Source: an optimization exercise on an open RTL-to-GDS flow (aim: small area, a short achievable clock period and few clock cycles). Production flows keep margins and buffers that such runs may drop. Only simulation tests tie the RTL to the original design; equivalence was not proved. No activity file was given, so power comes from the tool's default toggle rates.

### flow/design.v
module bcc_reader (
    input  wire        clk,
    input  wire        rst,         
    input  wire        cmd_valid,
    output wire        cmd_ready,
    input  wire [31:0] cmd,
    input  wire [63:0] din,
    input  wire        sin_valid,
    output wire        sin_ready,
    input  wire [63:0] sin_data,
    output reg         rsp_valid,
    output reg  [3:0]  rsp_status,
    output reg  [63:0] rsp_dout,
    input  wire [3:0]  stat_sel,
    output reg  [31:0] stat_data
);
    localparam IN_CAP = 32;
    localparam [7:0] OP_BITS  = 8'h10;
    localparam [7:0] OP_U8    = 8'h11;
    localparam [7:0] OP_U16   = 8'h12;
    localparam [7:0] OP_U32   = 8'h13;
    localparam [7:0] OP_U64   = 8'h14;
    localparam [7:0] OP_F32   = 8'h15;
    localparam [7:0] OP_SKIP  = 8'h1A;
    localparam [7:0] OP_ALIGN = 8'h1B;
    localparam [7:0] OP_END   = 8'h1C;
    localparam [7:0] OP_LOAD  = 8'h1F;
    localparam [3:0] ST_OK        = 4'd0;
    localparam [3:0] ST_UNDERRUN  = 4'd1;
    localparam [3:0] ST_FRAMING   = 4'd3;
    localparam [3:0] ST_MISALIGN  = 4'd5;
    localparam [3:0] ST_ILLEGAL   = 4'd6;
    localparam [3:0] ST_CAPACITY  = 4'd7;
    localparam [3:0] ST_HALTED    = 4'd8;
    localparam [1:0] S_IDLE = 2'd0;
    localparam [1:0] S_EXEC = 2'd1;
    localparam [1:0] S_LOAD = 2'd2;
    reg [1:0]  state;
    reg [31:0] c_cmd;
    reg [63:0] c_din;
    reg [7:0]  inbuf [0:IN_CAP-1];
    reg [5:0]  in_len;
    reg [5:0]  rd_byte;
    reg [2:0]  rd_bit;
    reg [3:0]  rd_err;
    reg [31:0] rd_err_cmd;
    reg [8:0]  rd_err_pos;
    reg [31:0] rd_fields;
    reg [5:0]  ld_len;
    reg [1:0]  ld_beat;
    assign cmd_ready = (state == S_IDLE);
    assign sin_ready = (state == S_LOAD);
    wire [7:0]  op  = c_cmd[7:0];
    wire [7:0]  w   = c_cmd[15:8];
    wire [15:0] rsv = c_cmd[31:16];
    reg legal;
    always @(*) begin
        case (op)
            OP_BITS:  legal = (rsv == 16'd0) && (w >= 8'd1) && (w <= 8'd64);
            OP_U8, OP_U16, OP_U32, OP_U64, OP_F32,
            OP_SKIP, OP_ALIGN, OP_END, OP_LOAD:
                      legal = (rsv == 16'd0) && (w == 8'd0);
            default:  legal = 1'b0;
        endcase
    end
    wire [8:0] rp  = {rd_byte, rd_bit};             
    wire [8:0] rem = {in_len, 3'b000} - rp;         
    reg [71:0] win;
    integer j;
    reg [6:0] bidx;
    always @(*) begin
        for (j = 0; j < 9; j = j + 1) begin
            bidx = {1'b0, rd_byte} + j[6:0];
            if (bidx < IN_CAP)
                win[71 - 8*j -: 8] = inbuf[bidx[4:0]];
            else
                win[71 - 8*j -: 8] = 8'h00;
        end
    end
    wire [71:0] win_sh   = win << rd_bit;
    wire [63:0] top64    = win_sh[71:8];
    wire [6:0]  nbits    = w[6:0];
    wire [63:0] bits_val = top64 >> (7'd64 - nbits);
    reg [63:0] le64;
    always @(*) begin
        for (j = 0; j < 8; j = j + 1)
            le64[8*j +: 8] = win[71 - 8*j -: 8];
    end
    reg [3:0]  x_status;
    reg [63:0] x_dout;
    reg [8:0]  x_rp;         
    reg        x_move;       
    reg        x_field;      
    reg        x_commit;     
    reg        x_load;       
    reg        x_empty;      
    reg [6:0]  need;         
    always @(*) begin
        x_status = ST_OK;
        x_dout   = 64'd0;
        x_rp     = rp;
        x_move   = 1'b0;
        x_field  = 1'b0;
        x_commit = 1'b0;
        x_load   = 1'b0;
        x_empty  = 1'b0;
        need     = 7'd0;
        if (!legal) begin
            x_status = ST_ILLEGAL;
        end else if (op == OP_LOAD) begin
            if (c_din > IN_CAP)
                x_status = ST_CAPACITY;
            else if (c_din == 64'd0)
                x_empty = 1'b1;
            else
                x_load = 1'b1;
        end else if (rd_err != 4'd0) begin
            x_status = ST_HALTED;
        end else begin
            case (op)
                OP_BITS: begin
                    if ({2'b00, nbits} > rem) begin
                        x_status = ST_UNDERRUN;
                        x_commit = 1'b1;
                    end else begin
                        x_dout  = bits_val;
                        x_rp    = rp + {2'b00, nbits};
                        x_move  = 1'b1;
                        x_field = 1'b1;
                    end
                end
                OP_U8, OP_U16, OP_U32, OP_U64, OP_F32: begin
                    case (op)
                        OP_U8:   need = 7'd8;
                        OP_U16:  need = 7'd16;
                        OP_U64:  need = 7'd64;
                        default: need = 7'd32;
                    endcase
                    if (rd_bit != 3'd0) begin
                        x_status = ST_MISALIGN;
                        x_commit = 1'b1;
                    end else if ({2'b00, need} > rem) begin
                        x_status = ST_UNDERRUN;
                        x_commit = 1'b1;
                    end else begin
                        case (op)
                            OP_U8:   x_dout = {56'd0, le64[7:0]};
                            OP_U16:  x_dout = {48'd0, le64[15:0]};
                            OP_U64:  x_dout = le64;
                            default: x_dout = {32'd0, le64[31:0]};
                        endcase
                        x_rp    = rp + {2'b00, need};
                        x_move  = 1'b1;
                        x_field = 1'b1;
                    end
                end
                OP_SKIP: begin
                    if (c_din > {55'd0, rem}) begin
                        x_status = ST_UNDERRUN;
                        x_commit = 1'b1;
                    end else begin
                        x_rp   = rp + c_din[8:0];
                        x_move = 1'b1;
                    end
                end
                OP_ALIGN: begin
                    if (rd_bit != 3'd0) begin
                        x_rp   = {rd_byte + 6'd1, 3'b000};
                        x_move = 1'b1;
                    end
                end
                default: begin  
                    if (rd_byte + {5'd0, rd_bit != 3'd0} != in_len) begin
                        x_status = ST_FRAMING;
                        x_commit = 1'b1;
                    end
                end
            endcase
        end
    end
    always @(posedge clk) begin
        if (rst) begin
            state      <= S_IDLE;
            c_cmd      <= 32'd0;
            c_din      <= 64'd0;
            in_len     <= 6'd0;
            rd_byte    <= 6'd0;
            rd_bit     <= 3'd0;
            rd_err     <= 4'd0;
            rd_err_cmd <= 32'd0;
            rd_err_pos <= 9'd0;
            rd_fields  <= 32'd0;
            ld_len     <= 6'd0;
            ld_beat    <= 2'd0;
            rsp_valid  <= 1'b0;
            rsp_status <= 4'd0;
            rsp_dout   <= 64'd0;
        end else begin
            rsp_valid <= 1'b0;
            case (state)
                S_IDLE: begin
                    if (cmd_valid) begin
                        c_cmd <= cmd;
                        c_din <= din;
                        state <= S_EXEC;
                    end
                end
                S_EXEC: begin
                    if (x_load) begin
                        ld_len  <= c_din[5:0];
                        ld_beat <= 2'd0;
                        state   <= S_LOAD;
                    end else begin
                        if (x_empty) begin
                            in_len     <= 6'd0;
                            rd_byte    <= 6'd0;
                            rd_bit     <= 3'd0;
                            rd_err     <= 4'd0;
                            rd_err_cmd <= 32'd0;
                            rd_err_pos <= 9'd0;
                            rd_fields  <= 32'd0;
                        end
                        if (x_move) begin
                            rd_byte <= x_rp[8:3];
                            rd_bit  <= x_rp[2:0];
                        end
                        if (x_field)
                            rd_fields <= rd_fields + 32'd1;
                        if (x_commit) begin
                            rd_err     <= x_status;
                            rd_err_cmd <= c_cmd;
                            rd_err_pos <= rp;
                        end
                        rsp_valid  <= 1'b1;
                        rsp_status <= x_status;
                        rsp_dout   <= x_dout;
                        state      <= S_IDLE;
                    end
                end
                S_LOAD: begin
                    if (sin_valid) begin
                        ld_beat <= ld_beat + 2'd1;
                        if ({ld_beat, 3'b000} + 6'd8 >= ld_len) begin
                            in_len     <= ld_len;
                            rd_byte    <= 6'd0;
                            rd_bit     <= 3'd0;
                            rd_err     <= 4'd0;
                            rd_err_cmd <= 32'd0;
                            rd_err_pos <= 9'd0;
                            rd_fields  <= 32'd0;
                            rsp_valid  <= 1'b1;
                            rsp_status <= ST_OK;
                            rsp_dout   <= 64'd0;
                            state      <= S_IDLE;
                        end
                    end
                end
                default: state <= S_IDLE;
            endcase
        end
    end
    always @(posedge clk) begin
        if (state == S_LOAD && sin_valid) begin
            for (j = 0; j < 8; j = j + 1)
                inbuf[{ld_beat, 3'b000} + j] <= sin_data[8*j +: 8];
        end
    end
    always @(*) begin
        case (stat_sel)
            4'h0:    stat_data = {26'd0, in_len};
            4'h1:    stat_data = {26'd0, rd_byte};
            4'h2:    stat_data = {29'd0, rd_bit};
            4'h3:    stat_data = {28'd0, rd_err};
            4'h4:    stat_data = rd_err_cmd;
            4'h5:    stat_data = {23'd0, rd_err_pos};
            4'h6:    stat_data = rd_fields;
            default: stat_data = 32'd0;
        endcase
    end
endmodule
### flow/run.sh
#!/bin/bash
# synth_recipe.tcl (not shown) runs the flow's synth.tcl, then flattens the netlist and writes it again
# the make line also repeats each setting of config.mk as NAME=value (left out here)
make -C /OpenROAD-flow-scripts/flow DESIGN_CONFIG=/design/flow/config.mk WORK_HOME=/design/flow/orfs CLKGATE_MAP_FILE= SYNTH_SCRIPT=/design/flow/synth_recipe.tcl finish
### flow/config.mk
export PLATFORM = sky130hd
export DESIGN_NAME = bcc_reader
export DESIGN_NICKNAME = bcc_reader
export VERILOG_FILES = /design/flow/design.v
export SDC_FILE = /design/flow/constraint.sdc
export NUM_CORES = 4
export LEC_CHECK = 0
export CAP_MARGIN = 20
export CORE_MARGIN = 2
export CORE_UTILIZATION = 40
export PLACE_DENSITY = 0.6
export SLEW_MARGIN = 20
### flow/constraint.sdc
create_clock -name core_clock -period 10.0 [get_ports {clk}]
set_input_delay 2.0000 -clock core_clock [delete_from_list [all_inputs] [get_ports {clk}]]
set_output_delay 2.0000 -clock core_clock [all_outputs]
set_load 0.01 [all_outputs]
==> results.sh <==
export IMPL_maxSlewViolCount=0
export IMPL_p_switching_uw=1560
export IMPL_routabilityCongestion=1.14
export IMPL_fillers=10900
export IMPL_max_freq_ghz=0.128
export IMPL_hold_end="rsp_dout[45]$_SDFFE_PP0P_"
export IMPL_viasPerCell=7.23
export IMPL_final_core_util=0.456
export IMPL_ys_warn_count=1
export IMPL_p_per_area_mw_per_mm2=102
export IMPL_nets=5107
export IMPL_synth_seq_cells=528
export IMPL_netlist_area_mm2=0.0457
export IMPL_antenna_left=0
export IMPL_clk_latency_ps=720
export IMPL_cts_root_buf="clkbuf_16"
export IMPL_synth_edf_count=256
export IMPL_wl_met1_mm=84.0
export IMPL_p_leak_uw=0.0164
export IMPL_crit_path_max_fanout=75
export IMPL_grt_pass1_wl_mm=315
export IMPL_synth_top_family_by_area="multiplexers"
export IMPL_wl_met2_mm=93.0
export IMPL_cts_tree="built"
export IMPL_grt_pass1_vias=42800
export IMPL_tightest_slew_ps=1230
export IMPL_final_layout_size_suffix_gt1_frac=0.145
export IMPL_dp_hpwl_mm=163
export IMPL_post_cts_buffers=0
export IMPL_syn_nets=5045
export IMPL_die_area_mm2=0.117
export IMPL_io_buffer_count=270
export IMPL_required_ps=10550
export IMPL_hp_start="rsp_dout[45]$_SDFFE_PP0P_"
export IMPL_rsz0062_at_grt="no"
export IMPL_synth_simple_area_share=0.158
export IMPL_hold_depth=2
export IMPL_crit_path_start_kind="flip-flop"
export IMPL_synth_fa_ha_area_frac=0.0160
export IMPL_num_rows=123
export IMPL_p_comb_frac=0.170
export IMPL_cts_sinks=528
export IMPL_cp_arrival_ps=8350
export IMPL_cts_resized=0
export IMPL_irDropWorstVdd_mv=0.146
export IMPL_yosysSeqAreaShare=0.287
export IMPL_period_needed_ps=7790
export IMPL_grt_max_degree=115
export IMPL_maxCapViolCount=0
export IMPL_synth_async_reset_ratio=0
export IMPL_muxShareOfSynthArea=0.262
export IMPL_drc=0
export IMPL_clkSlewWorstSetupHoldPaths_ps=70
export IMPL_h_tree_depth=2
export IMPL_p_int_uw=3700
export IMPL_dr_pass1_iters=6
export IMPL_track_usage=0.366
export IMPL_critPathKind="flip-flop to flip-flop"
export IMPL_r2r_cells=14
export IMPL_r2r_start="rd_byte[1]$_SDFFE_PP0P_"
export IMPL_relSlewSlack=0.173
export IMPL_timing_final_crit_share=0.779
export IMPL_antenna_found_initial=15
export IMPL_swShare=0.297
export IMPL_fin_hold_ws_ps=442
export IMPL_min_path_type="flip-flop to flip-flop"
export IMPL_synth_ff_type="dfxtp_1"
export IMPL_grt_overflow=0
export IMPL_die_w_um=342
export IMPL_synth_cells=4820
export IMPL_avgSynthCellArea_um2=9.48
export IMPL_timing_setup_tns_ps=0
export IMPL_synth_compound_area_frac=0.215
export IMPL_power_share_sequential=0.439
export IMPL_via_count=46500
export IMPL_synthXorXnorAreaFrac=0.0118
export IMPL_clock_power_share=0.391
export IMPL_multi_input_area_mm2=0.0307
export IMPL_r2r_end="rsp_dout[5]$_SDFFE_PP0P_"
export IMPL_reg2reg_slack_ps=2210
export IMPL_critPathCaptureType="flip-flop"
export IMPL_ctsHoldBuffers=0
export IMPL_cts_made_buffers=57
export IMPL_start_util=0.404
export IMPL_status="finished clean"
export IMPL_highest_layer="met5"
export IMPL_skew_ps=41.5
export IMPL_drt_iter0_markers=8011
export IMPL_syn_to_final_growth_pct=12.7
export IMPL_hold_viol_final=0
export IMPL_avgRoutedWirePerCell_um=34.5
export IMPL_core_area_mm2=0.113
export IMPL_io_pins=271
export IMPL_die_h_um=342
export IMPL_cts_buffer_depth=3
export IMPL_power_uw=5260
export IMPL_setup_violations=0
export IMPL_synth_cell_type_count=108
export IMPL_regArea_mm2=0.0132
export IMPL_met3_wirelength_mm=27.9
export IMPL_wirelength_mm=222
-- critical path: stages, from the launching register on --
cell and delay, ps:
dfxtp_4 870, inv_1 420, ha_4 990, buf_12 480, mux4_2 610, mux4_2 490, mux2i_2 890, o22ai_1 510
mux2_2 410, o2111a_1 230, a211oi_1 310, nand4_1 170, a2111oi_0 770, o311a_1 280, a221oi_1 80
-- cell usage after synthesis, drive strengths merged (66+ instances only) --
library cell	n	area share
a21oi	324	0.035
buf	184	0.028
a22oi	162	0.027
mux2i	441	0.097
edfxtp	256	0.17
o21ai	134	0.015
a22o	81	0.016
nor2	263	0.022
nand2	631	0.052
nand3	146	0.016
mux2	66	0.016
clkbuf	221	0.018
mux4	301	0.15
nor3	87	0.0096
nand4	81	0.011
dfxtp	272	0.12
o22ai	129	0.018
-- cell families after synthesis --
logic type,after synthesis
flip-flops,528
XOR/XNOR,58
AND/OR/NAND/NOR,1530
AO/OA/AOI/OAI,1389
multiplexers,808
buffers and inverters,449
adder cells (fa/ha/maj),58
-- layout make-up --
| class | count | area share |
|---|---|---|
| diodes | 9 | 0.000438 |
| clock buffers | 76 | 0.0305 |
| clock inverters | 20 | 0.00447 |
| inverters | 44 | 0.00323 |
| multi-input cells | 3843 | 0.596 |
| flip-flops and latches | 528 | 0.256 |
| well taps | 1500 | 0.0365 |
| repair buffers | 408 | 0.0736 |
-- placed cells by master, fill, tap and decap left out, types with 37 or more instances in the layout --
| master | netlist | routed |
|---|---|---|
| ha_1 | 56 | 53 |
| and2_1 | 44 | 43 |
| mux2i_1 | 439 | 434 |
| clkdlybuf4s50_1 | 0 | 269 |
| o22ai_1 | 125 | 125 |
| and3_1 | 47 | 43 |
| nor2_1 | 263 | 260 |
| a21o_1 | 42 | 42 |
| a211oi_1 | 50 | 50 |
| dfxtp_1 | 272 | 264 |
| a21oi_1 | 324 | 324 |
| clkbuf_16 | 0 | 57 |
| nand3_1 | 146 | 146 |
| edfxtp_1 | 256 | 256 |
| nor4_1 | 47 | 40 |
| nand2_1 | 631 | 630 |
| nor3_1 | 86 | 83 |
| buf_4 | 51 | 132 |
| o21ai_0 | 124 | 123 |
| a22oi_1 | 162 | 162 |
| mux4_2 | 301 | 301 |
| a22o_1 | 81 | 81 |
| o211ai_1 | 37 | 37 |
| mux2_2 | 66 | 66 |
| nand4_1 | 81 | 81 |
| o221ai_1 | 40 | 40 |
-- how the worst max path moves through the flow --
stage | from | depth (start not counted) | to | slack [ps]
floorplan | rd_byte[1]$_SDFFE_PP0P_ | 24 | rsp_dout[3]$_SDFFE_PP0P_ | 3840
global placement | rd_byte[1]$_SDFFE_PP0P_ | 14 | rsp_dout[5]$_SDFFE_PP0P_ | 2110
detailed placement | rd_byte[1]$_SDFFE_PP0P_ | 14 | rsp_dout[5]$_SDFFE_PP0P_ | 2610
CTS | rd_byte[1]$_SDFFE_PP0P_ | 14 | rsp_dout[5]$_SDFFE_PP0P_ | 2570
global route | rd_byte[1]$_SDFFE_PP0P_ | 14 | rsp_dout[2]$_SDFFE_PP0P_ | 2040
finish | rd_byte[1]$_SDFFE_PP0P_ | 14 | rsp_dout[5]$_SDFFE_PP0P_ | 2210
-- state kept, by name, summed over array words and instances (netlist names), named ones only --
name / count
rd_err: 4
inbuf: 256
c_din: 64
in_len: 6
rd_bit: 3
rsp_status: 4
state: 2
rd_byte: 6
rd_err_cmd: 32
ld_len: 6
rsp_valid: 1
rsp_dout: 64
rd_fields: 32
c_cmd: 32
rd_err_pos: 9
ld_beat: 2
-- layer usage --
layer,vias up,global-route usage
met1,22700,0.470
met5,-,0
met4,16,0.226
li1,19200,-
met2,3589,0.530
met3,875,0.121
-- through the flow --
stage | std cells | cell area [um2] | worst slack [ps]
2_1_floorplan | 4820 | 45700 | 3840
3_3_place_gp | 6319 | 49600 | 2110
3_5_place_dp | 6320 | 49600 | 2610
4_1_cts | 6416 | 51400 | 2570
5_1_grt | 6420 | 51500 | 2040
6_report | 6428 | 51500 | 2210
-- power by group through the flow --
| stage | Clock [uW] | Combinational, uW | Sequential (uW) |
|---|---|---|---|
| detailed placement | 0 | 846 | 2350 |
| CTS | 2090 | 850 | 2310 |
| global route | 2180 | 920 | 2310 |
| global placement | 0 | 855 | 2350 |
| floorplan | 0 | 491 | 2350 |
| finish | 2060 | 895 | 2310 |
Testbench counts, summed over its fixed seeds: cycles 22,906.

[separate check: timing with driven ports]
The flow's constraints put no driver on any port. The routed layout listed below was extracted and timed again, unchanged, in two steps.
Step 1 sets driving cells, clkbuf_16 on the clock port and buf_2 on the other inputs (assumed; they add their load-dependent delay and slew).
Step 2 moves the port delays by t, midway between the first and last clock arrival at a register: inputs arrive t later, outputs are due t later. That takes back most of the time a late clock gives input paths.
Slacks: ideal ports / drivers / drivers and shift; pairs: ideal ports / drivers.
shift t [ns]: 0.773
setup WS [ns]: 2.208 / 2.208 / 2.208
slew at the worst register clock pin (ns): 0.07 / 0.07
After both steps setup and hold are still met in this run. The setup slack of this run moves by 0.000 ns with the drivers and by 0.000 ns with both steps.
